This design comes from an exercise in tuning for small area, a short achievable clock period and few clock cycles on the open sky130 flow, not from production work.
Where RTL was checked, it was by simulation tests only, not by an equivalence proof against the original.
Only the layout flow was run in runs 1 to 3; the RTL was not checked for function there.
Power and IR drop assume default switching activity.

==> flow/design.v <==
module mctp_tx (
    input  wire        clk,
    input  wire        rst,           
    input  wire        start_valid,
    output wire        start_ready,
    input  wire [12:0] cfg_len,       
    input  wire [7:0]  cfg_mtu,       
    input  wire [31:0] cfg_addr,      
    input  wire        cfg_to,        
    input  wire        cfg_pec_xor,   
    input  wire        cfg_mic,       
    input  wire        in_valid,
    output wire        in_ready,
    input  wire [7:0]  in_data,
    output reg         out_valid,
    input  wire        out_ready,
    output reg  [7:0]  out_data,
    output reg         out_sop,       
    output reg         out_eop        
);
    reg        idle, hd, py, pc;
    reg [2:0]  hidx;        
    reg [31:0] addr;
    reg        to_bit;
    reg        pec_xor;
    reg        mic;
    reg [7:0]  m1;          
    reg [13:0] q;           
    reg        cfl;         
    reg [7:0]  p;           
    reg [2:0]  micn;        
    reg        first_pkt;
    reg        last_pkt;
    reg [1:0]  seq;
    reg [7:0]  crc8;
    reg [31:0] crc32;
    reg        fb_pend;     
    reg        fin;         
    reg        in_rdy;      
    reg        skid_v;
    reg [7:0]  skid;
    wire        adv      = !out_valid || out_ready;
    wire        acc      = in_valid && in_rdy;
    wire        mic_go   = py && !fin && !skid_v;
    wire        prod     = acc || mic_go || (!skid_v && (hd || pc));
    wire [8:0]  lo       = {1'b0, q[7:0]} + {1'b0, ~m1};
    wire [5:0]  hi       = q[13:8] - {5'd0, !cfl};
    wire        last_now = hi[5];
    wire        p_lt     = (p[7:3] == 5'd0) && (p[2:0] <  micn);
    wire        p_le     = (p[7:3] == 5'd0) && (p[2:0] <= micn);
    wire        p_zero   = (p == 8'd0);
    wire        empty    = (p == 8'hFF);
    wire [7:0]  ctrl     = {first_pkt, last_pkt, seq, to_bit, 3'd3};
    wire [7:0]  mic_byte = ~crc32[7:0];
    reg  [7:0]  pb;
    always @(*) begin
        if (py)
            pb = fin ? in_data : mic_byte;
        else if (pc)
            pb = crc8 ^ ((pec_xor && first_pkt && last_pkt) ? m1 : 8'd0);
        else begin
            case (hidx)
            3'd0:    pb = addr[7:0];
            3'd1:    pb = 8'h0F;
            3'd2:    pb = p + 8'd6;
            3'd3:    pb = addr[15:8];
            3'd4:    pb = 8'h01;
            3'd5:    pb = addr[23:16];
            3'd6:    pb = addr[31:24];
            default: pb = ctrl;
            endcase
        end
    end
    wire [7:0]  c32x = fin ? (crc32[7:0] ^ in_data) : 8'd0;
    wire [31:0] c32n;
    reg  [7:0]  c8b;
    always @(*) begin
        if (py)
            c8b = fin ? in_data : mic_byte;
        else if (hidx == 3'd5)
            c8b = addr[23:16];
        else if (hidx == 3'd6)
            c8b = addr[31:24];
        else
            c8b = ctrl;
    end
    wire [7:0]  c8x = crc8 ^ c8b;
    wire [7:0]  c8n;
    wire c32_t8, c32_t9, c32_t10, c32_t11, c32_t12, c32_t13, c32_t14, c32_t15, c32_t16, c32_t17, c32_t18, c32_t19, c32_t20, c32_t21, c32_t22, c32_t23, c32_t24, c32_t25, c32_t26, c32_t27, c32_t28, c32_t29, c32_t30, c32_t31, c32_t32, c32_t33, c32_t34, c32_t35, c32_t36, c32_t37, c32_t38, c32_t39, c32_t40, c32_t41, c32_t42, c32_t43, c32_t44, c32_t45, c32_t46, c32_t47, c32_t48, c32_t49, c32_t50;
    mctp_x2 c32_x0 (.a(c32x[1]), .b(c32x[6]), .y(c32_t8));
    mctp_x2 c32_x1 (.a(c32x[2]), .b(c32x[4]), .y(c32_t9));
    mctp_x2 c32_x2 (.a(c32x[3]), .b(c32x[5]), .y(c32_t10));
    mctp_x2 c32_x3 (.a(c32x[0]), .b(c32x[7]), .y(c32_t11));
    mctp_x2 c32_x4 (.a(c32x[7]), .b(c32_t10), .y(c32_t12));
    mctp_x2 c32_x5 (.a(c32x[0]), .b(c32_t9), .y(c32_t13));
    mctp_x2 c32_x6 (.a(c32x[2]), .b(c32_t8), .y(c32_t14));
    mctp_x2 c32_x7 (.a(c32_t8), .b(c32_t10), .y(c32_t15));
    mctp_x2 c32_x8 (.a(c32x[1]), .b(c32x[3]), .y(c32_t16));
    mctp_x2 c32_x9 (.a(c32x[6]), .b(c32_t9), .y(c32_t17));
    mctp_x2 c32_x10 (.a(c32x[2]), .b(c32_t11), .y(c32_t18));
    mctp_x2 c32_x11 (.a(c32x[4]), .b(c32x[7]), .y(c32_t19));
    mctp_x2 c32_x12 (.a(c32x[5]), .b(c32_t11), .y(c32_t20));
    mctp_x2 c32_x13 (.a(c32x[7]), .b(c32_t14), .y(c32_t21));
    mctp_x2 c32_x14 (.a(c32_t8), .b(c32_t9), .y(c32_t22));
    mctp_x2 c32_x15 (.a(crc32[8]), .b(c32_t16), .y(c32_t23));
    mctp_x2 c32_x16 (.a(c32_t13), .b(c32_t23), .y(c32n[0]));
    mctp_x2 c32_x17 (.a(crc32[9]), .b(c32x[1]), .y(c32_t24));
    mctp_x2 c32_x18 (.a(c32_t10), .b(c32_t24), .y(c32_t25));
    mctp_x2 c32_x19 (.a(c32_t13), .b(c32_t25), .y(c32n[1]));
    mctp_x2 c32_x20 (.a(crc32[10]), .b(c32_t9), .y(c32_t26));
    mctp_x2 c32_x21 (.a(c32_t15), .b(c32_t26), .y(c32n[2]));
    mctp_x2 c32_x22 (.a(crc32[11]), .b(c32_t12), .y(c32_t27));
    mctp_x2 c32_x23 (.a(c32_t17), .b(c32_t27), .y(c32n[3]));
    mctp_x2 c32_x24 (.a(crc32[12]), .b(c32x[5]), .y(c32_t28));
    mctp_x2 c32_x25 (.a(c32_t28), .b(c32_t21), .y(c32n[4]));
    mctp_x2 c32_x26 (.a(crc32[13]), .b(c32_t19), .y(c32_t29));
    mctp_x2 c32_x27 (.a(c32_t8), .b(c32_t29), .y(c32n[5]));
    mctp_x2 c32_x28 (.a(crc32[14]), .b(c32x[1]), .y(c32_t30));
    mctp_x2 c32_x29 (.a(c32x[4]), .b(c32_t30), .y(c32_t31));
    mctp_x2 c32_x30 (.a(c32_t12), .b(c32_t31), .y(c32n[6]));
    mctp_x2 c32_x31 (.a(crc32[15]), .b(c32_t15), .y(c32n[7]));
    mctp_x2 c32_x32 (.a(crc32[16]), .b(c32_t11), .y(c32_t32));
    mctp_x2 c32_x33 (.a(c32_t17), .b(c32_t32), .y(c32n[8]));
    mctp_x2 c32_x34 (.a(crc32[17]), .b(c32_t9), .y(c32_t33));
    mctp_x2 c32_x35 (.a(c32_t20), .b(c32_t33), .y(c32n[9]));
    mctp_x2 c32_x36 (.a(crc32[18]), .b(c32x[5]), .y(c32_t34));
    mctp_x2 c32_x37 (.a(c32_t34), .b(c32_t17), .y(c32n[10]));
    mctp_x2 c32_x38 (.a(crc32[19]), .b(c32x[6]), .y(c32_t35));
    mctp_x2 c32_x39 (.a(c32_t35), .b(c32_t12), .y(c32n[11]));
    mctp_x2 c32_x40 (.a(crc32[20]), .b(c32x[3]), .y(c32_t36));
    mctp_x2 c32_x41 (.a(c32_t36), .b(c32_t21), .y(c32n[12]));
    mctp_x2 c32_x42 (.a(crc32[21]), .b(c32x[1]), .y(c32_t37));
    mctp_x2 c32_x43 (.a(c32x[7]), .b(c32_t37), .y(c32n[13]));
    mctp_x2 c32_x44 (.a(crc32[22]), .b(c32x[4]), .y(c32_t38));
    mctp_x2 c32_x45 (.a(c32_t16), .b(c32_t38), .y(c32n[14]));
    mctp_x2 c32_x46 (.a(crc32[23]), .b(c32x[5]), .y(c32_t39));
    mctp_x2 c32_x47 (.a(c32_t39), .b(c32_t13), .y(c32n[15]));
    mctp_x2 c32_x48 (.a(crc32[24]), .b(c32x[0]), .y(c32_t40));
    mctp_x2 c32_x49 (.a(c32_t40), .b(c32_t15), .y(c32n[16]));
    mctp_x2 c32_x50 (.a(crc32[25]), .b(c32_t11), .y(c32_t41));
    mctp_x2 c32_x51 (.a(c32_t22), .b(c32_t41), .y(c32n[17]));
    mctp_x2 c32_x52 (.a(crc32[26]), .b(c32x[5]), .y(c32_t42));
    mctp_x2 c32_x53 (.a(c32_t19), .b(c32_t42), .y(c32n[18]));
    mctp_x2 c32_x54 (.a(crc32[27]), .b(c32_t13), .y(c32_t43));
    mctp_x2 c32_x55 (.a(c32_t15), .b(c32_t43), .y(c32n[19]));
    mctp_x2 c32_x56 (.a(crc32[28]), .b(c32_t12), .y(c32_t44));
    mctp_x2 c32_x57 (.a(c32_t22), .b(c32_t44), .y(c32n[20]));
    mctp_x2 c32_x58 (.a(crc32[29]), .b(c32_t8), .y(c32_t45));
    mctp_x2 c32_x59 (.a(c32_t20), .b(c32_t45), .y(c32n[21]));
    mctp_x2 c32_x60 (.a(crc32[30]), .b(c32x[3]), .y(c32_t46));
    mctp_x2 c32_x61 (.a(c32x[4]), .b(c32x[6]), .y(c32_t47));
    mctp_x2 c32_x62 (.a(c32_t11), .b(c32_t46), .y(c32_t48));
    mctp_x2 c32_x63 (.a(c32_t47), .b(c32_t48), .y(c32n[22]));
    mctp_x2 c32_x64 (.a(crc32[31]), .b(c32x[2]), .y(c32_t49));
    mctp_x2 c32_x65 (.a(c32_t49), .b(c32_t12), .y(c32n[23]));
    mctp_x2 c32_x66 (.a(c32x[3]), .b(c32_t18), .y(c32n[25]));
    mctp_x2 c32_x67 (.a(c32x[0]), .b(c32x[4]), .y(c32n[28]));
    mctp_x2 c32_x68 (.a(c32x[0]), .b(c32x[1]), .y(c32_t50));
    mctp_x2 c32_x69 (.a(c32x[5]), .b(c32_t50), .y(c32n[29]));
    mctp_x2 c32_x70 (.a(c32x[0]), .b(c32_t14), .y(c32n[30]));
    mctp_x2 c32_x71 (.a(c32_t16), .b(c32_t18), .y(c32n[31]));
    assign c32n[24] = c32_t14;
    assign c32n[26] = c32x[2];
    assign c32n[27] = c32x[3];
    wire c8_t8, c8_t9, c8_t10, c8_t11, c8_t12;
    mctp_x2 c8_x0 (.a(c8x[0]), .b(c8x[6]), .y(c8_t8));
    mctp_x2 c8_x1 (.a(c8x[1]), .b(c8x[2]), .y(c8_t9));
    mctp_x2 c8_x2 (.a(c8x[3]), .b(c8x[4]), .y(c8_t10));
    mctp_x2 c8_x3 (.a(c8x[5]), .b(c8x[6]), .y(c8_t11));
    mctp_x2 c8_x4 (.a(c8x[7]), .b(c8_t8), .y(c8n[0]));
    mctp_x2 c8_x5 (.a(c8x[1]), .b(c8_t8), .y(c8n[1]));
    mctp_x2 c8_x6 (.a(c8_t8), .b(c8_t9), .y(c8n[2]));
    mctp_x2 c8_x7 (.a(c8x[3]), .b(c8x[7]), .y(c8_t12));
    mctp_x2 c8_x8 (.a(c8_t12), .b(c8_t9), .y(c8n[3]));
    mctp_x2 c8_x9 (.a(c8x[2]), .b(c8_t10), .y(c8n[4]));
    mctp_x2 c8_x10 (.a(c8x[5]), .b(c8_t10), .y(c8n[5]));
    mctp_x2 c8_x11 (.a(c8x[4]), .b(c8_t11), .y(c8n[6]));
    mctp_x2 c8_x12 (.a(c8x[7]), .b(c8_t11), .y(c8n[7]));
    assign start_ready = idle;
    assign in_ready    = in_rdy;
    always @(posedge clk) begin
        if (rst) begin
            out_valid <= 1'b0;
            skid_v    <= 1'b0;
        end else if (adv) begin
            if (skid_v) begin
                out_valid <= 1'b1;
                out_data  <= skid;
                out_sop   <= hd && hidx == 3'd1;
                out_eop   <= idle || (hd && hidx == 3'd0);
                skid_v    <= 1'b0;
            end else begin
                out_valid <= prod;
                out_data  <= pb;
                out_sop   <= hd && hidx == 3'd0;
                out_eop   <= pc;
            end
        end else if (prod) begin
            skid   <= pb;
            skid_v <= 1'b1;
        end
    end
    always @(posedge clk) begin
        if (rst) begin
            idle   <= 1'b1;
            hd     <= 1'b0;
            py     <= 1'b0;
            pc     <= 1'b0;
            in_rdy <= 1'b0;
        end else begin
            if (idle) begin
                if (start_valid) begin
                    idle      <= 1'b0;
                    hd        <= 1'b1;
                    hidx      <= 3'd0;
                    addr      <= cfg_addr;
                    to_bit    <= cfg_to;
                    pec_xor   <= cfg_pec_xor;
                    mic       <= cfg_mic;
                    m1        <= cfg_mtu - 8'd1;
                    q         <= {1'b0, cfg_len} + (cfg_mic ? 14'd3 : 14'h3FFF);
                    first_pkt <= 1'b1;
                    seq       <= 2'd0;
                    crc32     <= 32'hFFFFFFFF;
                end
            end
            if (hd && prod) begin
                hidx <= hidx + 3'd1;
                case (hidx)
                3'd0: begin
                    p       <= q[7:0];
                    q[7:0]  <= lo[7:0];
                    cfl     <= lo[8];
                end
                3'd1: begin
                    last_pkt <= last_now;
                    if (last_now) begin
                        q <= 14'h3FFF;
                    end else begin
                        q[13:8] <= hi;
                        p       <= m1;
                    end
                    fb_pend <= last_now && first_pkt;
                    if (last_now && first_pkt)
                        m1 <= 8'd0;
                end
                3'd2: micn <= (mic && (q[13] || (q[12:2] == 11'd0 && q[1:0] != 2'd3)))
                              ? 3'd3 - q[2:0] : 3'd0;
                3'd4: crc8 <= 8'h07;    
                3'd7: begin
                    crc8 <= c8n;
                    hd   <= 1'b0;
                    py   <= !empty;
                    pc   <= empty;
                    fin  <= !p_lt;
                end
                default: crc8 <= c8n;
                endcase
            end
            if (py && prod) begin
                crc8  <= c8n;
                crc32 <= c32n;
                if (fin && fb_pend) begin
                    m1      <= in_data;
                    fb_pend <= 1'b0;
                end
                p   <= p - 8'd1;
                fin <= fin && !p_le;
                if (p_zero) begin
                    py <= 1'b0;
                    pc <= 1'b1;
                end
            end
            if (pc && prod) begin
                first_pkt <= 1'b0;
                seq       <= seq + 2'd1;
                pc        <= 1'b0;
                if (last_pkt)
                    idle <= 1'b1;
                else
                    hd <= 1'b1;
            end
            in_rdy <= !(skid_v ? !adv : (prod && !adv)) &&
                      (py ? (acc ? (!p_le && !p_zero) : fin)
                          : (hd && hidx == 3'd7 && prod && !empty && !p_lt));
        end
    end
endmodule
module mctp_x2 (
    input  wire a,
    input  wire b,
    output wire y
);
    assign y = a ^ b;
endmodule
==> flow/flow/run.sh <==
#!/bin/bash
# The standard layout (standard.sh: the standard flow's synthesis and ORFS flow), with the
# port buffers made of sky130_fd_sc_hd__buf_2 cells instead of the default
# delay-buffer cells. make's full output goes to flow_make.log.
set -euo pipefail
export BUFFER_PORTS_ARGS="-buffer_cell sky130_fd_sc_hd__buf_2"
bash standard.sh > flow_make.log 2>&1
==> flow/standard.sh <==
#!/bin/bash
# synth_recipe.tcl (not shown) runs the flow's synth.tcl, then flattens the netlist and writes it again
# the make line also repeats each setting of config.mk as NAME=value (left out here)
make -C /OpenROAD-flow-scripts/flow DESIGN_CONFIG=/design/flow/config.mk WORK_HOME=/design/flow/orfs CLKGATE_MAP_FILE= SYNTH_SCRIPT=/design/flow/synth_recipe.tcl "${@:-finish}"
==> flow/config.mk <==
export PLATFORM = sky130hd
export DESIGN_NAME = mctp_tx
export DESIGN_NICKNAME = mctp_tx
export VERILOG_FILES = /design/flow/design.v
export SDC_FILE = /design/flow/constraint.sdc
export NUM_CORES = 4
export LEC_CHECK = 0
export CAP_MARGIN = 20
export CORE_MARGIN = 2
export CORE_UTILIZATION = 40
export SETUP_SLACK_MARGIN = 2.8
export SLEW_MARGIN = 20
export SYNTH_HIERARCHICAL = 1
export TNS_END_PERCENT = 10
==> flow/constraint.sdc <==
create_clock -name core_clock -period 5.0 [get_ports {clk}]
set_input_delay 1.0000 -clock core_clock [delete_from_list [all_inputs] [get_ports {clk}]]
set_output_delay 1.0000 -clock core_clock [all_outputs]
set_load 0.01 [all_outputs]
==> metrics.log, run 1 <==
INFO  metric run_status = no timing/DRC/antenna violations
INFO  metric start_kind = primary input
INFO  metric area_growth_syn_to_layout = 30.9%
INFO  metric synth_top_area_share = 44.7%
INFO  metric asyncSetResetFlopFracSynth = 0%
INFO  metric synth_top_cells_by_area = sky130_fd_sc_hd__edfxtp_1, sky130_fd_sc_hd__xor2_1, sky130_fd_sc_hd__ha_1
INFO  metric synthesis.instances = 888
INFO  metric ctsRootBufferMaster = sky130_fd_sc_hd__clkbuf_16
INFO  metric timing.final.crit_share = 53.8%
INFO  metric worstSkewPairLatency = 0.44 ns
INFO  metric core = 0.0225 mm²
INFO  metric avgRoutedWirePerCell = 20.5 µm
INFO  metric syn-num-nets = 995
INFO  metric clock.fmax = 372 MHz
INFO  metric route.vias.total = 7,474
INFO  metric holdCritPathClass = flop to flop
INFO  metric rows = 55
INFO  metric cts_tree = done
INFO  metric grt_overflow = 0
INFO  metric numCtsBuffers = 17
INFO  metric timing.critical_path.arrival = 2.87 ns
INFO  metric rsz0062_at_grt = true
INFO  metric initial_utilization = 40.6%
INFO  metric seqPwrFrac = 41.8%
INFO  metric synth.yosys.warnings = 7
INFO  metric postSynthAreaPerCell = 10.3 µm²
INFO  metric initialDrtViolationCount = 570
INFO  metric clock_power_share = 34.9%
INFO  metric p_switching = 0.00101 W
INFO  metric floorplan.die_area = 0.0240 mm²
INFO  metric min_delay_path_depth = 1
INFO  metric fp.dieH = 155 µm
INFO  metric worst-r2r-setup-slack = 2.42 ns
INFO  metric worst_setup_hold_path_clk_slew = 0.06 ns
INFO  metric holdCritStartpoint = skid[1]
INFO  metric critical_path_required = 5.18 ns
INFO  metric share_comb_of_total_power = 23.4%
INFO  metric critPathMaxFanout = 6
INFO  metric synth.most_common_cell = sky130_fd_sc_hd__edfxtp_1
INFO  metric dp_hpwl = 18,200 µm
INFO  metric worst_clock_skew = 0.00985 ns
INFO  metric start_to_end_type_of_the_worst_setup_path = primary input to flop
INFO  metric final_estimated_routing_congestion_in_global_placement = 0.898
INFO  metric synth_largest_area_cell = sky130_fd_sc_hd__edfxtp_1
INFO  metric p_sw_share = 29.2%
INFO  metric grt_use_total = 22.6%
INFO  metric synth_edf_count = 136
INFO  metric nets = 1,148
INFO  metric max_cap_violations = 0
INFO  metric clkSinkCount = 143
INFO  metric h-tree-depth = 4
INFO  metric static-leakage-power = 4.48 nW
INFO  metric finalCriticalPeriod = 2.69 ns
INFO  metric slew_violations = 0
INFO  metric synth.ff_latch_count = 143
INFO  metric drt_wl_total = 27,400 µm
INFO  metric ant_nets = 0
INFO  metric rr_worst_depth = 12
INFO  metric cp-end-kind = flop
INFO  metric worstReg2RegEnd = crc8[4]
INFO  metric report.final.setup_viol = 0
INFO  metric power.internal = 0.00246 W
INFO  metric grt_antenna_before_repair = 0
INFO  metric r2r_start = hidx[0]
INFO  metric detailedRoute.firstPassIterationCount = 7
INFO  metric die_w = 155 µm
INFO  metric power_density = 290 mW/mm²
INFO  metric drc = 0
INFO  metric via_density_per_instance = 5.58
INFO  metric synth_sequential_area_ratio = 46.3%
INFO  metric ys_types = 77
INFO  metric grt_first_pass_wirelength = 41,600 µm
INFO  metric ant_cells = 0
INFO  metric via_count_of_the_first_global_routing_pass = 7,228
INFO  metric peakVddDrop = 0.222 mV
INFO  metric synth-main-ff-cell = sky130_fd_sc_hd__edfxtp_1
INFO  metric post_route_cells_drive_above_1_share = 34.0%
INFO  metric fin_worst_hold_slack = 0.550 ns
INFO  metric grt_start_max_net_pins = 47
INFO  metric min_to = out_data[1]
INFO  metric timing_hold_violations_final = 0
INFO  metric cts.path.max_buffers = 2
INFO  metric synthTopCellsByCount = sky130_fd_sc_hd__edfxtp_1, sky130_fd_sc_hd__xor2_1, sky130_fd_sc_hd__nand2_1, sky130_fd_sc_hd__a21oi_1, sky130_fd_sc_hd__nor2_1
INFO  metric port-buffer-count = 81
INFO  metric mapped_cell_area = 0.00913 mm²
INFO  metric floorplan.io_pins = 82
INFO  metric finalSetupTns = 0 ns
INFO  metric worst_pin_slew = 1.03 ns
INFO  metric maxSlewHeadroom = 31.2%
==> registers in the layout (all words and copies together) (netlist names), 8 cells and up <==
name,cells
addr,32
crc32,32
crc8,8
m1,8
out_data,8
p,8
q,14
skid,8
==> critical path: stages <==
cell                         delay [ns]
sky130_fd_sc_hd__buf_8             0.08
sky130_fd_sc_hd__clkinvlp_4        0.09
sky130_fd_sc_hd__buf_12            0.15
sky130_fd_sc_hd__ha_4              0.28
sky130_fd_sc_hd__o211ai_1          0.10
sky130_fd_sc_hd__o21a_1            0.20
sky130_fd_sc_hd__a2111o_1          0.46
sky130_fd_sc_hd__a211o_1           0.29
sky130_fd_sc_hd__a21oi_2           0.13
sky130_fd_sc_hd__o31ai_1           0.08
==> Yosys stat by module, one instance, submodules excluded <==
module | cells | cell area, µm² | flops+latches | times used
mctp_tx | 803 | 8380 | 143 | 1
mctp_x2 | 1 | 8.76 | 0 | 85
==> placed cells by master, fill, tap and decap left out, types with 19 or more instances in the layout <==
| cell type | instances |
|---|---|
| sky130_fd_sc_hd__inv_1 | 34 |
| sky130_fd_sc_hd__a21oi_1 | 46 |
| sky130_fd_sc_hd__buf_4 | 75 |
| sky130_fd_sc_hd__xor2_2 | 19 |
| sky130_fd_sc_hd__xnor2_1 | 19 |
| sky130_fd_sc_hd__xor2_1 | 89 |
| sky130_fd_sc_hd__nor2_1 | 45 |
| sky130_fd_sc_hd__nand2_1 | 76 |
| sky130_fd_sc_hd__buf_2 | 73 |
| sky130_fd_sc_hd__nor3_1 | 19 |
| sky130_fd_sc_hd__or2_2 | 24 |
| sky130_fd_sc_hd__ha_1 | 22 |
| sky130_fd_sc_hd__edfxtp_1 | 136 |
| sky130_fd_sc_hd__o21ai_0 | 31 |
==> repair_timing <==
item                       CTS  global route
hold buffers                 0             0
cloned                       1             0
setup endpoints to repair  187           175
buffers inserted            50            36
gates resized for setup    122            65
pin swaps                   65            37
==> kinds of logic (layout without fill, tap and decap cells) <==
| family | count (synthesis) | count (layout) | share of synthesized area, % |
|---|---|---|---|
| AND/OR/NAND/NOR | 262 | 262 | 14.4 |
| multiplexers | 13 | 13 | 1.56 |
| XOR/XNOR | 138 | 138 | 13.3 |
| adder cells (fa/ha/maj) | 38 | 38 | 5.29 |
| AO/OA/AOI/OAI | 213 | 214 | 15.6 |
| buffers and inverters | 81 | 246 | 3.55 |
| flip-flops | 143 | 143 | 46.3 |
==> power groups by stage <==
stage	logic, W	registers (W)	clock network [W]
finish	0.000811	0.00145	0.00121
global route	0.000881	0.00145	0.00125
CTS	0.000730	0.00145	0.00121
detailed placement	0.000603	0.00147	0
global placement	0.000599	0.00147	0
floorplan	0.000445	0.00145	0
==> layer usage <==
metal / vias to the layer above / GRT usage (%) / share of wire, %
li1: 3507 / - / -
met1: 3600 / 30.5 / 44
met2: 314 / 35.7 / 46
met3: 53 / 4.15 / 6.2
met4: 0 / 9.92 / 3.0
met5: - / 0 / 0
==> per-stage QoR <==
stage | setup WS, ns | utilization (%) | power [W] | cells | instance area, µm²
global route | 2.22 | 53.1 | 0.00359 | 1339 | 11900
detailed placement | 1.56 | 43.7 | 0.00207 | 1220 | 9830
finish | 2.31 | 53.1 | 0.00347 | 1339 | 11900
CTS | 2.34 | 50.4 | 0.00338 | 1303 | 11400
floorplan | 2.07 | - | 0.00189 | 888 | 9200
global placement | 1.56 | 43.7 | 0.00207 | 1220 | 9830
==> layout make-up <==
| class | count | area (µm²) |
|---|---|---|
| clock buffers | 17 | 425 |
| clock inverters | 15 | 121 |
| fillers | 1892 | 10600 |
| inverters | 41 | 166 |
| multi-input cells | 665 | 5400 |
| flip-flops and latches | 143 | 4230 |
| well taps | 285 | 357 |
| repair buffers | 173 | 1250 |
==> worst max path at each step <==
stage,cells past startpoint,endpoint,startpoint,slack [ns]
floorplan,8,q[13],cfg_mic,2.07
global placement,8,q[6],cfg_mic,1.56
detailed placement,8,q[6],cfg_mic,1.56
CTS,10,q[13],cfg_mic,2.34
global route,10,q[13],cfg_mic,2.22
finish,10,q[13],cfg_mic,2.31
==> inputs of run 2 (changes only) <==
--- a/flow/design.v
+++ b/flow/design.v
@@ -20,5 +20,5 @@
 );
     reg        idle, hd, py, pc;
-    reg [2:0]  hidx;        
+    reg [7:0]  h;           
     reg [31:0] addr;
     reg        to_bit;
@@ -46,5 +46,5 @@
     wire [8:0]  lo       = {1'b0, q[7:0]} + {1'b0, ~m1};
     wire [5:0]  hi       = q[13:8] - {5'd0, !cfl};
-    wire        last_now = hi[5];
+    wire        last_now = q[13] || (q[12:8] == 5'd0 && !cfl);    
     wire        p_lt     = (p[7:3] == 5'd0) && (p[2:0] <  micn);
     wire        p_le     = (p[7:3] == 5'd0) && (p[2:0] <= micn);
@@ -53,4 +53,28 @@
     wire [7:0]  ctrl     = {first_pkt, last_pkt, seq, to_bit, 3'd3};
     wire [7:0]  mic_byte = ~crc32[7:0];
+    wire [7:0]  mtu_m1;
+    wire [13:0] len_q;
+    wire        len_b   = (cfg_len[1:0] == 2'd0);
+    wire        len_inc = cfg_mic && !len_b;
+    wire        len_dec = !cfg_mic && len_b;
+    genvar gi;
+    generate
+        for (gi = 0; gi < 8; gi = gi + 1) begin : g_m1
+            if (gi == 0)
+                assign mtu_m1[gi] = !cfg_mtu[gi];
+            else
+                assign mtu_m1[gi] = cfg_mtu[gi] ^ (cfg_mtu[gi-1:0] == {gi{1'b0}});
+        end
+        assign len_q[1:0] = cfg_len[1:0] - 2'd1;
+        for (gi = 2; gi < 13; gi = gi + 1) begin : g_lq
+            if (gi == 2)
+                assign len_q[gi] = cfg_len[gi] ^ len_inc ^ len_dec;
+            else
+                assign len_q[gi] = cfg_len[gi]
+                    ^ (len_inc && cfg_len[gi-1:2] == {(gi-2){1'b1}})
+                    ^ (len_dec && cfg_len[gi-1:2] == {(gi-2){1'b0}});
+        end
+        assign len_q[13] = len_dec && cfg_len[12:2] == 11'd0;
+    endgenerate
     reg  [7:0]  pb;
     always @(*) begin
@@ -59,16 +83,9 @@
         else if (pc)
             pb = crc8 ^ ((pec_xor && first_pkt && last_pkt) ? m1 : 8'd0);
-        else begin
-            case (hidx)
-            3'd0:    pb = addr[7:0];
-            3'd1:    pb = 8'h0F;
-            3'd2:    pb = p + 8'd6;
-            3'd3:    pb = addr[15:8];
-            3'd4:    pb = 8'h01;
-            3'd5:    pb = addr[23:16];
-            3'd6:    pb = addr[31:24];
-            default: pb = ctrl;
-            endcase
-        end
+        else
+            pb = ({8{h[0]}} & addr[7:0])   | ({8{h[1]}} & 8'h0F)
+               | ({8{h[2]}} & (p + 8'd6))  | ({8{h[3]}} & addr[15:8])
+               | ({8{h[4]}} & 8'h01)       | ({8{h[5]}} & addr[23:16])
+               | ({8{h[6]}} & addr[31:24]) | ({8{h[7]}} & ctrl);
     end
     wire [7:0]  c32x = fin ? (crc32[7:0] ^ in_data) : 8'd0;
@@ -78,10 +95,7 @@
         if (py)
             c8b = fin ? in_data : mic_byte;
-        else if (hidx == 3'd5)
-            c8b = addr[23:16];
-        else if (hidx == 3'd6)
-            c8b = addr[31:24];
         else
-            c8b = ctrl;
+            c8b = ({8{h[5]}} & addr[23:16]) | ({8{h[6]}} & addr[31:24])
+                | ({8{h[7]}} & ctrl);
     end
     wire [7:0]  c8x = crc8 ^ c8b;
@@ -187,11 +201,11 @@
                 out_valid <= 1'b1;
                 out_data  <= skid;
-                out_sop   <= hd && hidx == 3'd1;
-                out_eop   <= idle || (hd && hidx == 3'd0);
+                out_sop   <= h[1];
+                out_eop   <= idle || h[0];
                 skid_v    <= 1'b0;
             end else begin
                 out_valid <= prod;
                 out_data  <= pb;
-                out_sop   <= hd && hidx == 3'd0;
+                out_sop   <= h[0];
                 out_eop   <= pc;
             end
@@ -205,4 +219,5 @@
             idle   <= 1'b1;
             hd     <= 1'b0;
+            h      <= 8'd0;
             py     <= 1'b0;
             pc     <= 1'b0;
@@ -213,11 +228,11 @@
                     idle      <= 1'b0;
                     hd        <= 1'b1;
-                    hidx      <= 3'd0;
+                    h         <= 8'd1;
                     addr      <= cfg_addr;
                     to_bit    <= cfg_to;
                     pec_xor   <= cfg_pec_xor;
                     mic       <= cfg_mic;
-                    m1        <= cfg_mtu - 8'd1;
-                    q         <= {1'b0, cfg_len} + (cfg_mic ? 14'd3 : 14'h3FFF);
+                    m1        <= mtu_m1;
+                    q         <= len_q;
                     first_pkt <= 1'b1;
                     seq       <= 2'd0;
@@ -226,12 +241,11 @@
             end
             if (hd && prod) begin
-                hidx <= hidx + 3'd1;
-                case (hidx)
-                3'd0: begin
+                h <= {h[6:0], 1'b0};
+                if (h[0]) begin
                     p       <= q[7:0];
                     q[7:0]  <= lo[7:0];
                     cfl     <= lo[8];
                 end
-                3'd1: begin
+                if (h[1]) begin
                     last_pkt <= last_now;
                     if (last_now) begin
@@ -245,9 +259,12 @@
                         m1 <= 8'd0;
                 end
-                3'd2: micn <= (mic && (q[13] || (q[12:2] == 11'd0 && q[1:0] != 2'd3)))
-                              ? 3'd3 - q[2:0] : 3'd0;
-                3'd4: crc8 <= 8'h07;    
-                3'd7: begin
+                if (h[2])
+                    micn <= (mic && (q[13] || (q[12:2] == 11'd0 && q[1:0] != 2'd3)))
+                            ? 3'd3 - q[2:0] : 3'd0;
+                if (h[4])
+                    crc8 <= 8'h07;    
+                if (h[5] || h[6] || h[7])
                     crc8 <= c8n;
+                if (h[7]) begin
                     hd   <= 1'b0;
                     py   <= !empty;
@@ -255,6 +272,4 @@
                     fin  <= !p_lt;
                 end
-                default: crc8 <= c8n;
-                endcase
             end
             if (py && prod) begin
@@ -278,10 +293,12 @@
                 if (last_pkt)
                     idle <= 1'b1;
-                else
+                else begin
                     hd <= 1'b1;
+                    h  <= 8'd1;
+                end
             end
             in_rdy <= !(skid_v ? !adv : (prod && !adv)) &&
                       (py ? (acc ? (!p_le && !p_zero) : fin)
-                          : (hd && hidx == 3'd7 && prod && !empty && !p_lt));
+                          : (h[7] && prod && !empty && !p_lt));
         end
     end
--- a/flow/config.mk
+++ b/flow/config.mk
@@ -9,4 +9,6 @@
 export CORE_MARGIN = 2
 export CORE_UTILIZATION = 40
+export CTS_BUF_LIST = sky130_fd_sc_hd__clkbuf_8
+export CTS_CLUSTER_SIZE = 30
 export SETUP_SLACK_MARGIN = 2.8
 export SLEW_MARGIN = 20
==> run 2 against run 1 <==
Effect of this change:
- cell count down 6.1%
- synthesized cell count shrank 5.9%
- worst setup slack gained 0.34 ns
- critical path depth decreased by 2
- maximum frequency increased by 15%
- critical path type unchanged
- sequential power is essentially flat
- largest cell class unchanged
- non-clock buffer count decreased by 24
- core utilization fell by 2.8 points
- global-route usage is 2.6 points lower
- routed wire length fell by 12%
==> metrics.log, run 2 <==
INFO  metric hold_fix_buffers_at_cts = 0 (unchanged)
INFO  metric slew_violations = 0 (unchanged)
INFO  metric synthesis.instances = 836 (was 888)
INFO  metric worst_clock_skew = 0.0132 ns (was 0.00985 ns)
INFO  metric fp.dieH = 153 µm (was 155 µm)
INFO  metric final_estimated_routing_congestion_in_global_placement = 0.831 (was 0.898)
INFO  metric timing_hold_violations_final = 0 (unchanged)
INFO  metric critPathSlowestCell = sky130_fd_sc_hd__or4b_4 (was sky130_fd_sc_hd__a2111o_1)
INFO  metric ant_cells = 0 (unchanged)
INFO  metric clock.fmax = 426 MHz (was 372 MHz)
INFO  metric grt_overflow = 0 (unchanged)
INFO  metric largestRegisters = addr x32, crc32 x32, q x14 (unchanged)
INFO  metric route.vias.total = 6,829 (was 7,474)
INFO  metric share_comb_of_total_power = 17.2% (was 23.4%)
INFO  metric xor_and_xnor_fraction_of_the_mapped_netlist_area = 13.4% (was 13.3%)
INFO  metric power.internal = 0.00211 W (was 0.00246 W)
INFO  metric p_switching = 0.000810 W (was 0.00101 W)
INFO  metric holdCritPathClass = flop to flop (unchanged)
INFO  metric cts_tree = done (unchanged)
INFO  metric clock_power_share = 33.4% (was 34.9%)
INFO  metric grtUsageMet2 = 32.5% (was 35.7%)
INFO  metric cts.path.max_buffers = 2 (unchanged)
INFO  metric rows = 54 (was 55)
INFO  metric placed_area = 0.00964 mm² (was 0.00983 mm²)
INFO  metric cp_cell_sequence = buf_6 -> inv_4 -> ha_4 -> or4b_4 -> nor4_4 -> a21oi_1 -> xor2_1 -> a31oi_1 (was buf_8 -> clkinvlp_4 -> buf_12 -> ha_4 -> o211ai_1 -> o21a_1 -> a2111o_1 -> a211o_1 -> a21oi_2 -> o31ai_1)
INFO  metric dp_hpwl = 16,100 µm (was 18,200 µm)
INFO  metric h-tree-depth = 4 (unchanged)
INFO  metric max_cap_violations = 0 (unchanged)
INFO  metric ctsRootBufferMaster = sky130_fd_sc_hd__clkbuf_8 (was sky130_fd_sc_hd__clkbuf_16)
INFO  metric finalCriticalPeriod = 2.35 ns (was 2.69 ns)
INFO  metric most-common-layout-cells = sky130_fd_sc_hd__edfxtp_1, sky130_fd_sc_hd__xor2_1, sky130_fd_sc_hd__nand2_1, sky130_fd_sc_hd__buf_2, sky130_fd_sc_hd__buf_4 (was sky130_fd_sc_hd__edfxtp_1, sky130_fd_sc_hd__xor2_1, sky130_fd_sc_hd__nand2_1, sky130_fd_sc_hd__buf_4, sky130_fd_sc_hd__buf_2)
INFO  metric grt_start_max_net_pins = 58 (was 47)
INFO  metric seqPwrFrac = 49.3% (was 41.8%)
INFO  metric core = 0.0218 mm² (was 0.0225 mm²)
INFO  metric avgRoutedWirePerCell = 19.3 µm (was 20.5 µm)
INFO  metric timing.critical_path.slowest_cell_delay = 0.53 ns (was 0.46 ns)
INFO  metric postSynthAreaPerCell = 10.6 µm² (was 10.3 µm²)
INFO  metric critical_path_required = 5.21 ns (was 5.18 ns)
INFO  metric worst_pin_slew = 0.666 ns (was 1.03 ns)
INFO  metric numCtsBuffers = 17 (unchanged)
INFO  metric start_to_end_type_of_the_worst_setup_path = primary input to flop (unchanged)
INFO  metric synth_top_family_by_area = simple AND/OR/NAND/NOR gates (was compound AO/OA/AOI/OAI gates)
INFO  metric cp-end-kind = flop (unchanged)
INFO  metric grt_use_total = 20.0% (was 22.6%)
INFO  metric die_w = 153 µm (was 155 µm)
INFO  metric grtUsageMet1 = 27.1% (was 30.5%)
INFO  metric mostFrequentLayoutCell = sky130_fd_sc_hd__edfxtp_1 (unchanged)
INFO  metric maxSlewHeadroom = 55.6% (was 31.2%)
INFO  metric fin_worst_hold_slack = 0.531 ns (was 0.550 ns)
INFO  metric synth_sequential_area_ratio = 48.6% (was 46.3%)
INFO  metric synth_simple_gate_area_share = 14.8% (was 14.4%)
INFO  metric synth.ff_latch_count = 148 (was 143)
INFO  metric timing.critical_path.arrival = 2.55 ns (was 2.87 ns)
INFO  metric mapped_cell_area = 0.00884 mm² (was 0.00913 mm²)
INFO  metric nets = 1,057 (was 1,148)
INFO  metric globalRouteMet3Util = 4.44% (was 4.15%)
INFO  metric via_count_of_the_first_global_routing_pass = 6,460 (was 7,228)
INFO  metric synth_edf_count = 133 (was 136)
INFO  metric ant_nets = 0 (unchanged)
INFO  metric run_status = no timing/DRC/antenna violations (unchanged)
INFO  metric critPathMaxFanout = 7 (was 6)
INFO  metric asyncSetResetFlopFracSynth = 0% (unchanged)
INFO  metric post_route_cells_drive_above_1_share = 29.8% (was 34.0%)
INFO  metric port-buffer-count = 81 (unchanged)
INFO  metric power_density = 267 mW/mm² (was 290 mW/mm²)
INFO  metric rsz0062_at_grt = true (unchanged)
INFO  metric globalRoute.busiestLayer = met2 (unchanged)
INFO  metric initial_utilization = 40.7% (was 40.6%)
INFO  metric timing.final.crit_share = 47.0% (was 53.8%)
INFO  metric p_sw_share = 27.7% (was 29.2%)
INFO  metric synthTopCellsByCount = sky130_fd_sc_hd__edfxtp_1, sky130_fd_sc_hd__xor2_1, sky130_fd_sc_hd__nand2_1, sky130_fd_sc_hd__or2_2 (was sky130_fd_sc_hd__edfxtp_1, sky130_fd_sc_hd__xor2_1, sky130_fd_sc_hd__nand2_1, sky130_fd_sc_hd__a21oi_1, sky130_fd_sc_hd__nor2_1)
INFO  metric layoutNonFillerInstCount = 1,257 (was 1,339)
INFO  metric dpl.cell_count = 1,161 (was 1,220)
INFO  metric post_synth_mux_area_share = 3.64% (was 1.56%)
INFO  metric final_core_utilization = 50.2% (was 53.1%)
INFO  metric detailedRoute.firstPassIterationCount = 5 (was 7)
INFO  metric synth.most_common_cell = sky130_fd_sc_hd__edfxtp_1 (unchanged)
INFO  metric syn-num-nets = 929 (was 995)
INFO  metric clkSinkCount = 148 (was 143)
INFO  metric finalSetupTns = 0 ns (unchanged)
INFO  metric synth_largest_area_cell = sky130_fd_sc_hd__edfxtp_1 (unchanged)
INFO  metric grt_antenna_before_repair = 0 (unchanged)
INFO  metric synth-adder-area-share = 3.48% (was 5.29%)
INFO  metric synth_top_area_share = 45.2% (was 44.7%)
INFO  metric final_cell_area = 0.0109 mm² (was 0.0119 mm²)
INFO  metric synth-main-ff-cell = sky130_fd_sc_hd__edfxtp_1 (unchanged)
INFO  metric initialDrtViolationCount = 616 (was 570)
INFO  metric start_kind = primary input (unchanged)
INFO  metric filler_cell_count = 2,003 (was 1,892)
INFO  metric report.final.setup_viol = 0 (unchanged)
INFO  metric area_growth_syn_to_layout = 23.6% (was 30.9%)
INFO  metric worstSkewPairLatency = 0.47 ns (was 0.44 ns)
INFO  metric grt_first_pass_wirelength = 36,400 µm (was 41,600 µm)
INFO  metric worst_setup_hold_path_clk_slew = 0.09 ns (was 0.06 ns)
INFO  metric floorplan.die_area = 0.0233 mm² (was 0.0240 mm²)
INFO  metric floorplan.io_pins = 82 (unchanged)
INFO  metric drt_wl_total = 24,300 µm (was 27,400 µm)
INFO  metric synth_top_cells_by_area = sky130_fd_sc_hd__edfxtp_1, sky130_fd_sc_hd__xor2_1, sky130_fd_sc_hd__dfxtp_1 (was sky130_fd_sc_hd__edfxtp_1, sky130_fd_sc_hd__xor2_1, sky130_fd_sc_hd__ha_1)
INFO  metric static-leakage-power = 4.13 nW (was 4.48 nW)
INFO  metric synth.yosys.warnings = 7 (unchanged)
INFO  metric synthesized_area_fraction_occupied_by_ao_oa_aoi_and_oai_cells = 12.6% (was 15.6%)
INFO  metric peakVddDrop = 0.148 mV (was 0.222 mV)
INFO  metric ys_types = 68 (was 77)
INFO  metric via_density_per_instance = 5.43 (was 5.58)
INFO  metric drc = 0 (unchanged)
run 2: power by group through the flow:
stage	registers [W]	clock network (W)	logic (W)
after global placement	0.00147	0	0.000404
after detailed placement	0.00147	0	0.000407
after global routing	0.00144	0.00104	0.000554
final	0.00144	0.000976	0.000503
after CTS	0.00145	0.000992	0.000421
after floorplan	0.00146	0	0.000292
run 2: per-layer routing:
layer	vias to the layer above	share of wire [%]
li1	3267	-
met1	3331	45
met2	198	48
met3	33	5.3
met4	0	1.7
met5	-	0
run 2: kinds of logic after synthesis:
family | Yosys count
flops | 148
fa+ha+maj | 24
xor+xnor | 135
mux | 31
buf+inv | 80
simple gates | 255
compound gates | 163
run 2: what timing repair did:
action	CTS	global route
resized for setup	10	65
cloned	2	2
hold endpoints to repair	0	0
setup buffers	6	54
endpoints found under the setup margin	171	139
pin swaps	3	32
run 2: layout make-up:
type / instances / area, µm² / share of cell area [%]
Multi-Input combinational cell: 610 / 4640 / 42.4
Tap cell: 280 / 350 / 3.20
Clock inverter: 13 / 148 / 1.35
Inverter: 38 / 158 / 1.44
Timing Repair Buffer: 149 / 1070 / 9.83
Sequential cell: 148 / 4300 / 39.4
Clock buffer: 19 / 262 / 2.39
run 2: critical path: cells and delay by family:
family	cells	cell delay [ns]
buffers and inverters	2	0.15
AOI/OAI and AO/OA	2	0.20
adders and majority gates	1	0.12
xor gates and xnor gates	1	0.18
and+or+nand+nor	2	0.90
run 2: path summary, 6_finish.rpt:
path,start,to,slack [ns],cells past startpoint
setup reg to reg,m1[0],q[6],2.68,8
setup / recovery,cfg_len[0],q[11],2.65,8
hold / removal,h[4],h[5],0.53,2
hold reg to reg,h[4],h[5],0.53,2
run 2: stage by stage:
step | worst slack (ns) | power (W)
finish | 2.65 | 0.00292
global route | 2.54 | 0.00304
CTS | 2.49 | 0.00286
detailed placement | 1.89 | 0.00188
global placement | 1.90 | 0.00188
floorplan | 2.37 | 0.00175
run 2: Yosys stat by module (local to each module, per instance):
module	area (µm²)	flops+latches	cells
mctp_tx	8100	148	751
mctp_x2	8.76	0	1
==> inputs of run 3 (changes only) <==
--- a/flow/config.mk
+++ b/flow/config.mk
@@ -11,6 +11,6 @@
 export CTS_BUF_LIST = sky130_fd_sc_hd__clkbuf_8
 export CTS_CLUSTER_SIZE = 30
-export SETUP_SLACK_MARGIN = 2.8
+export SETUP_SLACK_MARGIN = 3.0
 export SLEW_MARGIN = 20
 export SYNTH_HIERARCHICAL = 1
-export TNS_END_PERCENT = 10
+export TNS_END_PERCENT = 5
==> run 3 against run 2 <==
Effect of this change:
- non-clock buffer count grew 8
- first-iteration DRC count shrank 1.9%
- sequential cell count is the same
- critical path type unchanged
==> metrics.log, run 3 <==
INFO  metric ant_nets = 0 (unchanged)
INFO  metric floorplan.die_area = 0.0233 mm² (unchanged)
INFO  metric peakVddDrop = 0.150 mV (was 0.148 mV)
INFO  metric holdCritPathClass = flop to flop (unchanged)
INFO  metric worstSkewPairLatency = 0.48 ns (was 0.47 ns)
INFO  metric largestRegisters = addr x32, crc32 x32, q x14 (unchanged)
INFO  metric cp_cell_sequence = buf_8 -> xor2_1 -> and2_4 -> xor2_4 -> buf_12 -> xor2_4 -> xor2_2 -> xor2_1 -> or2_4 (was buf_6 -> inv_4 -> ha_4 -> or4b_4 -> nor4_4 -> a21oi_1 -> xor2_1 -> a31oi_1)
INFO  metric synth_edf_count = 133 (unchanged)
INFO  metric share_comb_of_total_power = 17.7% (was 17.2%)
INFO  metric worst_setup_hold_path_clk_slew = 0.09 ns (about the same)
INFO  metric grt_first_pass_wirelength = 38,100 µm (was 36,400 µm)
INFO  metric power_density = 262 mW/mm² (was 267 mW/mm²)
INFO  metric fp.dieH = 153 µm (unchanged)
INFO  metric synth_top_cells_by_area = sky130_fd_sc_hd__edfxtp_1, sky130_fd_sc_hd__xor2_1, sky130_fd_sc_hd__dfxtp_1 (unchanged)
INFO  metric p_switching = 0.000821 W (was 0.000810 W)
INFO  metric synthTopCellsByCount = sky130_fd_sc_hd__edfxtp_1, sky130_fd_sc_hd__xor2_1, sky130_fd_sc_hd__nand2_1, sky130_fd_sc_hd__or2_2 (unchanged)
INFO  metric layoutNonFillerInstCount = 1,265 (was 1,257)
INFO  metric initialDrtViolationCount = 604 (was 616)
INFO  metric seqPwrFrac = 49.0% (was 49.3%)
INFO  metric critical_path_required = 5.23 ns (was 5.21 ns)
INFO  metric postSynthAreaPerCell = 10.6 µm² (unchanged)
INFO  metric drt_wl_total = 25,000 µm (was 24,300 µm)
INFO  metric power.internal = 0.00212 W (was 0.00211 W)
INFO  metric die_w = 153 µm (unchanged)
INFO  metric avgRoutedWirePerCell = 19.8 µm (was 19.3 µm)
INFO  metric static-leakage-power = 4.25 nW (was 4.13 nW)
INFO  metric route.vias.total = 6,938 (was 6,829)
INFO  metric synth.ff_latch_count = 148 (unchanged)
INFO  metric finalSetupTns = 0 ns (unchanged)
INFO  metric asyncSetResetFlopFracSynth = 0% (unchanged)
INFO  metric fin_worst_hold_slack = 0.534 ns (was 0.531 ns)
INFO  metric h-tree-depth = 4 (unchanged)
INFO  metric cts_tree = done (unchanged)
INFO  metric grt_antenna_before_repair = 0 (unchanged)
INFO  metric ys_types = 68 (unchanged)
INFO  metric port-buffer-count = 81 (unchanged)
INFO  metric synth.yosys.warnings = 7 (unchanged)
INFO  metric clock.fmax = 428 MHz (was 426 MHz)
INFO  metric floorplan.io_pins = 82 (unchanged)
INFO  metric finalWorstSetupSlack = 2.66 ns (was 2.65 ns)
INFO  metric hold_fix_buffers_at_cts = 0 (unchanged)
INFO  metric initial_utilization = 40.7% (unchanged)
INFO  metric cp-end-kind = flop (unchanged)
INFO  metric synth_largest_area_cell = sky130_fd_sc_hd__edfxtp_1 (unchanged)
INFO  metric rows = 54 (unchanged)
INFO  metric dpl.cell_count = 1,161 (unchanged)
INFO  metric finalCriticalPeriod = 2.34 ns (was 2.35 ns)
INFO  metric mostFrequentLayoutCell = sky130_fd_sc_hd__edfxtp_1 (unchanged)
INFO  metric drc = 0 (unchanged)
INFO  metric clock_power_share = 33.3% (was 33.4%)
INFO  metric most-common-layout-cells = sky130_fd_sc_hd__edfxtp_1, sky130_fd_sc_hd__xor2_1, sky130_fd_sc_hd__nand2_1, sky130_fd_sc_hd__buf_2, sky130_fd_sc_hd__buf_4 (unchanged)
INFO  metric nets = 1,065 (was 1,057)
INFO  metric critPathLaunch = in_data[1] (was cfg_len[0])
INFO  metric report.final.setup_viol = 0 (unchanged)
INFO  metric final_estimated_routing_congestion_in_global_placement = 0.831 (unchanged)
INFO  metric holdCritStartpoint = h[4] (unchanged)
INFO  metric synthesis.instances = 836 (unchanged)
INFO  metric critPathMaxFanout = 3 (was 7)
INFO  metric synth-main-ff-cell = sky130_fd_sc_hd__edfxtp_1 (unchanged)
INFO  metric timing_hold_violations_final = 0 (unchanged)
INFO  metric critical_path.top_delay_family = XOR/XNOR gates (was simple AND/OR/NAND/NOR gates)
INFO  metric via_density_per_instance = 5.48 (was 5.43)
INFO  metric critical_path_buf_inv_count = 2 (unchanged)
INFO  metric worst_pin_slew = 0.951 ns (was 0.666 ns)
INFO  metric timing.critical_path.arrival = 2.56 ns (was 2.55 ns)
INFO  metric start_kind = primary input (unchanged)
INFO  metric ant_cells = 0 (unchanged)
INFO  metric grt_overflow = 0 (unchanged)
INFO  metric detailedRoute.firstPassIterationCount = 4 (was 5)
INFO  metric r2r_start = fin (was m1[0])
INFO  metric critPathSlowestCell = sky130_fd_sc_hd__or2_4 (was sky130_fd_sc_hd__or4b_4)
INFO  metric rsz0062_at_grt = true (unchanged)
INFO  metric ctsRootBufferMaster = sky130_fd_sc_hd__clkbuf_8 (unchanged)
INFO  metric synth_top_area_share = 45.2% (unchanged)
INFO  metric mapped_cell_area = 0.00884 mm² (unchanged)
INFO  metric worst_clock_skew = 0.0143 ns (was 0.0132 ns)
INFO  metric post_route_cells_drive_above_1_share = 32.7% (was 29.8%)
INFO  metric dp_hpwl = 16,100 µm (unchanged)
INFO  metric grt_use_total = 21.1% (was 20.0%)
INFO  metric p_sw_share = 28.0% (was 27.7%)
INFO  metric timing.critical_path.slowest_cell_delay = 0.24 ns (was 0.53 ns)
INFO  metric timing.final.crit_share = 46.7% (was 47.0%)
INFO  metric maxSlewHeadroom = 36.6% (was 55.6%)
INFO  metric area_growth_syn_to_layout = 26.9% (was 23.6%)
INFO  metric slew_violations = 0 (unchanged)
INFO  metric pre_cts_ws = 1.89 ns (unchanged)
INFO  metric run_status = no timing/DRC/antenna violations (unchanged)
INFO  metric core = 0.0218 mm² (unchanged)
INFO  metric clkSinkCount = 148 (unchanged)
INFO  metric synth_sequential_area_ratio = 48.6% (unchanged)
INFO  metric synth.most_common_cell = sky130_fd_sc_hd__edfxtp_1 (unchanged)
INFO  metric max_cap_violations = 0 (unchanged)
INFO  metric grt_start_max_net_pins = 29 (was 58)
INFO  metric cts.path.max_buffers = 2 (unchanged)
INFO  metric syn-num-nets = 929 (unchanged)
INFO  metric numCtsBuffers = 17 (unchanged)
INFO  metric via_count_of_the_first_global_routing_pass = 6,762 (was 6,460)
INFO  metric start_to_end_type_of_the_worst_setup_path = primary input to flop (unchanged)
## run 3: cell type report
cell class,count,area [µm²]
Sequential cell,148,4300
Fill cell,1956,10500
Multi-Input combinational cell,610,4780
Clock inverter,13,148
Tap cell,280,350
Inverter,38,155
Timing Repair Buffer,157,1230
Clock buffer,19,262
## run 3: final timing paths
path	end	slack, ns	depth (start not counted)
min reg2reg	h[5]	0.53	2
max reg2reg	crc32[4]	2.75	8
max	crc32[4]	2.66	9
min	h[5]	0.53	2
## run 3: cells by family after synthesis
logic type / after synthesis / synth area share [%]
XOR/XNOR: 135 / 13.4
adder cells (fa/ha/maj): 24 / 3.48
multiplexers: 31 / 3.64
AND/OR/NAND/NOR: 255 / 14.8
flip-flops: 148 / 48.6
buffers and inverters: 80 / 3.58
AO/OA/AOI/OAI: 163 / 12.6
## run 3: repair_timing
item / in CTS / in global routing
endpoints found under the setup margin: 203 / 202
setup buffers: 39 / 27
gates cloned: 5 / 1
hold endpoints to repair: 0 / 0
pin swaps: 24 / 28
gates resized for setup: 52 / 58
## run 3: power groups by stage
| stage | combinational [W] | clock (W) | sequential, W |
|---|---|---|---|
| 2_1_floorplan | 0.000292 | 0 | 0.00146 |
| 3_3_place_gp | 0.000404 | 0 | 0.00147 |
| 3_5_place_dp | 0.000407 | 0 | 0.00147 |
| 4_1_cts | 0.000478 | 0.000992 | 0.00144 |
| 5_1_grt | 0.000569 | 0.00104 | 0.00144 |
| 6_report | 0.000520 | 0.000979 | 0.00144 |
## run 3: modules after synthesis (local to each module, per instance)
module | area, µm² | cells
mctp_tx | 8100 | 751
mctp_x2 | 8.76 | 1
## run 3: worst register-to-register path, stage by stage (launching register included)
cell and delay [ns]:
sky130_fd_sc_hd__edfxtp_1 0.51, sky130_fd_sc_hd__buf_12 0.20, sky130_fd_sc_hd__and2_4 0.18, sky130_fd_sc_hd__xor2_4 0.19, sky130_fd_sc_hd__buf_12 0.14, sky130_fd_sc_hd__xor2_4 0.19
sky130_fd_sc_hd__xor2_2 0.20, sky130_fd_sc_hd__xor2_1 0.17, sky130_fd_sc_hd__or2_4 0.24
## run 3: per-layer routing
metal	share of wire [%]	global-route usage (%)	wire, µm	up-vias
met3	6.5	5.18	1630	35
li1	-	-	-	3278
met1	44	28.2	10900	3389
met4	2.1	6.75	520	0
met2	48	34.0	12000	236
met5	0	0	0	-
## run 3: through the flow
step	cell area, µm²	total power (W)	utilization (%)
2_1_floorplan	9040	0.00175	-
3_3_place_gp	9640	0.00188	44.3
3_5_place_dp	9640	0.00188	44.3
4_1_cts	10700	0.00291	49.2
5_1_grt	11200	0.00306	51.6
6_report	11200	0.00294	51.6
==> inputs of run 4 (changes only) <==
--- a/flow/design.v
+++ b/flow/design.v
@@ -89,6 +89,7 @@
                | ({8{h[6]}} & addr[31:24]) | ({8{h[7]}} & ctrl);
     end
-    wire [7:0]  c32x = fin ? (crc32[7:0] ^ in_data) : 8'd0;
+    wire [7:0]  c32x = (py && fin) ? (crc32[7:0] ^ in_data) : 8'd0;
     wire [31:0] c32n;
+    wire        c32_ini = first_pkt && (h[0] || h[1] || h[2] || h[3]);
     reg  [7:0]  c8b;
     always @(*) begin
@@ -237,9 +238,10 @@
                     first_pkt <= 1'b1;
                     seq       <= 2'd0;
-                    crc32     <= 32'hFFFFFFFF;
                 end
             end
             if (hd && prod) begin
                 h <= {h[6:0], 1'b0};
+                if (c32_ini)
+                    crc32 <= {8'hFF, c32n[23:0]};
                 if (h[0]) begin
                     p       <= q[7:0];
--- a/flow/config.mk
+++ b/flow/config.mk
@@ -11,6 +11,6 @@
 export CTS_BUF_LIST = sky130_fd_sc_hd__clkbuf_8
 export CTS_CLUSTER_SIZE = 30
-export SETUP_SLACK_MARGIN = 3.0
+export SETUP_SLACK_MARGIN = 2.8
 export SLEW_MARGIN = 20
 export SYNTH_HIERARCHICAL = 1
-export TNS_END_PERCENT = 5
+export TNS_END_PERCENT = 10
==> run 4 against run 3 <==
Effect of this change:
- maximum frequency increased by 1.1%
- hold slack got worse by 0.021 ns
- synthesized cell count decreased by 2.3%
- clock power increased by about 10%
- worst setup slack improved by 0.024 ns
- non-clock buffer count decreased by 39
- register-to-register slack got worse by 0.06 ns
- die area decreased by 1.1%
- core utilization decreased by 3.3 points
- sequential power about the same
- routed wire length decreased by 7.7%
- first-iteration DRC count decreased by 3.5%
- critical path type is now flop to flop
==> metrics.log, run 4 <==
INFO  metric post_route_cells_drive_above_1_share = 23.9% (was 32.7%)
INFO  metric postSynthAreaPerCell = 10.7 µm² (was 10.6 µm²)
INFO  metric run_status = no timing/DRC/antenna violations (unchanged)
INFO  metric floorplan.io_pins = 82 (unchanged)
INFO  metric fp.dieH = 152 µm (was 153 µm)
INFO  metric timing.final.crit_share = 46.2% (was 46.7%)
INFO  metric floorplan.die_area = 0.0231 mm² (was 0.0233 mm²)
INFO  metric detailedRoute.firstPassIterationCount = 5 (was 4)
INFO  metric worstSkewPairLatency = 0.47 ns (was 0.48 ns)
INFO  metric finalWorstSetupSlack = 2.69 ns (was 2.66 ns)
INFO  metric worst_clock_skew = 0.0134 ns (was 0.0143 ns)
INFO  metric synth-main-ff-cell = sky130_fd_sc_hd__edfxtp_1 (unchanged)
INFO  metric hold_fix_buffers_at_cts = 0 (unchanged)
INFO  metric cts.path.max_buffers = 2 (unchanged)
INFO  metric asyncSetResetFlopFracSynth = 0% (unchanged)
INFO  metric die_w = 152 µm (was 153 µm)
INFO  metric start_kind = flop (was primary input)
INFO  metric clock.fmax = 433 MHz (was 428 MHz)
INFO  metric mostFrequentLayoutCell = sky130_fd_sc_hd__edfxtp_1 (unchanged)
INFO  metric numCtsBuffers = 17 (unchanged)
INFO  metric finalCriticalPeriod = 2.31 ns (was 2.34 ns)
INFO  metric synth_largest_area_cell = sky130_fd_sc_hd__edfxtp_1 (unchanged)
INFO  metric critPathMaxFanout = 14 (was 3)
INFO  metric synth.ff_latch_count = 148 (unchanged)
INFO  metric synthesis.instances = 817 (was 836)
INFO  metric clkSinkCount = 148 (unchanged)
INFO  metric rows = 54 (unchanged)
INFO  metric initial_utilization = 40.4% (was 40.7%)
INFO  metric synth_sequential_area_ratio = 49.1% (was 48.6%)
INFO  metric timing.critical_path.arrival = 2.41 ns (was 2.56 ns)
INFO  metric critical_path_required = 5.10 ns (was 5.23 ns)
INFO  metric core = 0.0216 mm² (was 0.0218 mm²)
INFO  metric largestRegisters = addr x32, crc32 x32, q x14 (unchanged)
INFO  metric synth_top_cells_by_area = sky130_fd_sc_hd__edfxtp_1, sky130_fd_sc_hd__xor2_1, sky130_fd_sc_hd__xnor2_1 (was sky130_fd_sc_hd__edfxtp_1, sky130_fd_sc_hd__xor2_1, sky130_fd_sc_hd__dfxtp_1)
INFO  metric pre_cts_ws = 1.90 ns (was 1.89 ns)
INFO  metric report.final.setup_viol = 0 (unchanged)
INFO  metric worst_setup_hold_path_clk_slew = 0.08 ns (was 0.09 ns)
INFO  metric via_density_per_instance = 5.44 (was 5.48)
INFO  metric most-common-layout-cells = sky130_fd_sc_hd__edfxtp_1, sky130_fd_sc_hd__xor2_1, sky130_fd_sc_hd__buf_2, sky130_fd_sc_hd__nand2_1, sky130_fd_sc_hd__nor2_1 (was sky130_fd_sc_hd__edfxtp_1, sky130_fd_sc_hd__xor2_1, sky130_fd_sc_hd__nand2_1, sky130_fd_sc_hd__buf_2, sky130_fd_sc_hd__buf_4)
INFO  metric nets = 1,005 (was 1,065)
INFO  metric total_power = 0.00284 W (was 0.00294 W)
INFO  metric h-tree-depth = 4 (unchanged)
INFO  metric dp_hpwl = 16,000 µm (was 16,100 µm)
INFO  metric synth.yosys.warnings = 7 (unchanged)
INFO  metric rsz0062_at_grt = true (unchanged)
INFO  metric peakVddDrop = 0.168 mV (was 0.150 mV)
INFO  metric static-leakage-power = 4.16 nW (was 4.25 nW)
INFO  metric via_count_of_the_first_global_routing_pass = 6,400 (was 6,762)
INFO  metric grt_antenna_before_repair = 0 (unchanged)
INFO  metric grt_overflow = 0 (unchanged)
INFO  metric cts_tree = done (unchanged)
INFO  metric ant_nets = 0 (unchanged)
INFO  metric worst_pin_slew = 1.01 ns (was 0.951 ns)
INFO  metric ys_types = 65 (was 68)
INFO  metric timing_hold_violations_final = 0 (unchanged)
INFO  metric route.vias.total = 6,552 (was 6,938)
INFO  metric cp-end-kind = flop (unchanged)
INFO  metric avgRoutedWirePerCell = 19.1 µm (was 19.8 µm)
INFO  metric final_estimated_routing_congestion_in_global_placement = 0.853 (was 0.831)
INFO  metric grt_start_max_net_pins = 36 (was 29)
INFO  metric slew_violations = 0 (unchanged)
INFO  metric synth_top_area_share = 45.7% (was 45.2%)
INFO  metric drc = 0 (unchanged)
INFO  metric synth_edf_count = 133 (unchanged)
INFO  metric max_cap_violations = 0 (unchanged)
INFO  metric grt_use_total = 20.0% (was 21.1%)
INFO  metric power_density = 272 mW/mm² (was 262 mW/mm²)
INFO  metric finalSetupTns = 0 ns (unchanged)
INFO  metric synth.most_common_cell = sky130_fd_sc_hd__edfxtp_1 (unchanged)
INFO  metric synthTopCellsByCount = sky130_fd_sc_hd__edfxtp_1, sky130_fd_sc_hd__xor2_1, sky130_fd_sc_hd__nand2_1, sky130_fd_sc_hd__nor2_1, sky130_fd_sc_hd__a21oi_1 (was sky130_fd_sc_hd__edfxtp_1, sky130_fd_sc_hd__xor2_1, sky130_fd_sc_hd__nand2_1, sky130_fd_sc_hd__or2_2)
INFO  metric syn-num-nets = 910 (was 929)
INFO  metric fin_worst_hold_slack = 0.513 ns (was 0.534 ns)
INFO  metric initialDrtViolationCount = 583 (was 604)
INFO  metric holdCritPathClass = flop to flop (unchanged)
INFO  metric area_growth_syn_to_layout = 19.5% (was 26.9%)
INFO  metric ant_cells = 0 (unchanged)
INFO  metric grt_first_pass_wirelength = 36,100 µm (was 38,100 µm)
INFO  metric ctsRootBufferMaster = sky130_fd_sc_hd__clkbuf_8 (unchanged)
INFO  metric drt_wl_total = 23,100 µm (was 25,000 µm)
INFO  metric mapped_cell_area = 0.00874 mm² (was 0.00884 mm²)
INFO  metric start_to_end_type_of_the_worst_setup_path = flop to flop (was primary input to flop)
INFO  metric maxSlewHeadroom = 32.2% (was 36.6%)
INFO  metric port-buffer-count = 81 (unchanged)
run 4: changes by cell type in the layout (fill, tap and decap cells not counted), moves of 8 or more:
cell,delta
sky130_fd_sc_hd__or2_2,-28
sky130_fd_sc_hd__buf_12,-8
sky130_fd_sc_hd__nor2_1,+18
sky130_fd_sc_hd__buf_6,-9
sky130_fd_sc_hd__buf_4,-20
sky130_fd_sc_hd__o211ai_1,-9
sky130_fd_sc_hd__nand2_1,-10
sky130_fd_sc_hd__nor3_1,-8
sky130_fd_sc_hd__nand2b_1,+10
sky130_fd_sc_hd__xnor2_1,+16
run 4: layer usage:
metal | GRT usage, % | up-vias | wire length [µm]
li1 | - | 3138 | -
met1 | 27.4 | 3211 | 10400
met2 | 32.5 | 179 | 11200
met3 | 4.11 | 24 | 1160
met4 | 5.25 | 0 | 286
met5 | 0 | - | 0
run 4: final cells by class:
type	instances	area, µm²
clock buffer	17	234
clock inverter	15	216
fill	2019	11200
inverter	39	153
multi-input combinational	588	4480
sequential	148	4300
tap	280	350
timing repair buffer	118	716
run 4: path summary, 6_finish.rpt:
check	from	endpoint	slack [ns]	depth (start not counted)
setup / recovery	pc	crc8[2]	2.69	4
hold / removal	h[4]	h[5]	0.51	2
setup reg to reg	pc	crc8[2]	2.69	4
hold reg to reg	h[4]	h[5]	0.51	2
run 4: cell families after synthesis:
kind of cell | Yosys count | share of synthesized area (%)
buffers and inverters | 82 | 3.79
multiplexers | 35 | 4.16
flip-flops | 148 | 49.1
AO/OA/AOI/OAI | 162 | 12.7
AND/OR/NAND/NOR | 231 | 13.2
XOR/XNOR | 135 | 13.5
adder cells (fa/ha/maj) | 24 | 3.52
run 4: worst max-delay path, cell delays in order (launching register included):
cell and delay, ns:
sky130_fd_sc_hd__dfxtp_1 0.82, sky130_fd_sc_hd__a211oi_2 0.12, sky130_fd_sc_hd__a21boi_4 0.30, sky130_fd_sc_hd__nand2_4 0.17, sky130_fd_sc_hd__a21oi_2 0.54
run 4: what timing repair did:
action / 4_1_cts / 5_1_grt
buffers inserted: 29 / 4
resized for setup: 21 / 24
pin swaps: 14 / 10
endpoints found under the setup margin: 123 / 108
gates cloned: 1 / 0
run 4: Yosys stat by module (local to each module, per instance):
module   cells inside  flip-flops and latches
mctp_tx           732                     148
mctp_x2             1                       0
run 4: metrics by stage:
stage | area [µm²] | std cells | utilization [%]
global placement | 9530 | 1139 | 44.1
floorplan | 8940 | 817 | -
global route | 10500 | 1205 | 48.3
detailed placement | 9530 | 1139 | 44.1
finish | 10500 | 1205 | 48.3
CTS | 10300 | 1201 | 47.7
run 4: power breakdown:
part           switching (W)  internal, W  leakage [nW]
clock               0.000487     0.000591         0.225
sequential         0.0000425      0.00140          1.35
combinational       0.000182     0.000138          2.58
total               0.000712      0.00213          4.16
Testbench counts of run 4, summed over its fixed seeds: cycles 49,716.

==> what the ideal ports hide <==
The flow's constraints put no driver on any port. The routed layouts listed below were extracted and timed again, unchanged, in two steps.
Step 1 (the two cells are an assumption about what drives the block):
set clk [get_ports {clk}]
set_driving_cell -lib_cell sky130_fd_sc_hd__clkbuf_16 $clk
set_driving_cell -lib_cell sky130_fd_sc_hd__buf_2 [delete_from_list [all_inputs] $clk]
Step 2 adds t to the input delays and takes it off the output delays; t is the mean of the earliest and latest rising clock arrival at the registers after step 1. Input paths then give back, and output paths get back, about the clock's delay inside the block.
Slacks: ideal ports / drivers / drivers and shift; pairs: ideal ports / drivers.
run | shift t [ns] | slack for setup (ns) | clock arrival spread, ns
run 1 | 0.480 | 2.311 / 2.306 / 1.826 | 0.011 / 0.012
run 2 | 0.509 | 2.652 / 2.664 / 2.155 | 0.015 / 0.014
run 3 | 0.512 | 2.664 / 2.667 / 2.154 | 0.015 / 0.015
run 4 | 0.508 | 2.689 / 2.689 / 2.197 | 0.013 / 0.013
After both steps setup and hold are still met in every run listed. For run 3, which loses most, drivers alone change the setup slack by +0.003 ns; drivers and shift together by -0.510 ns.
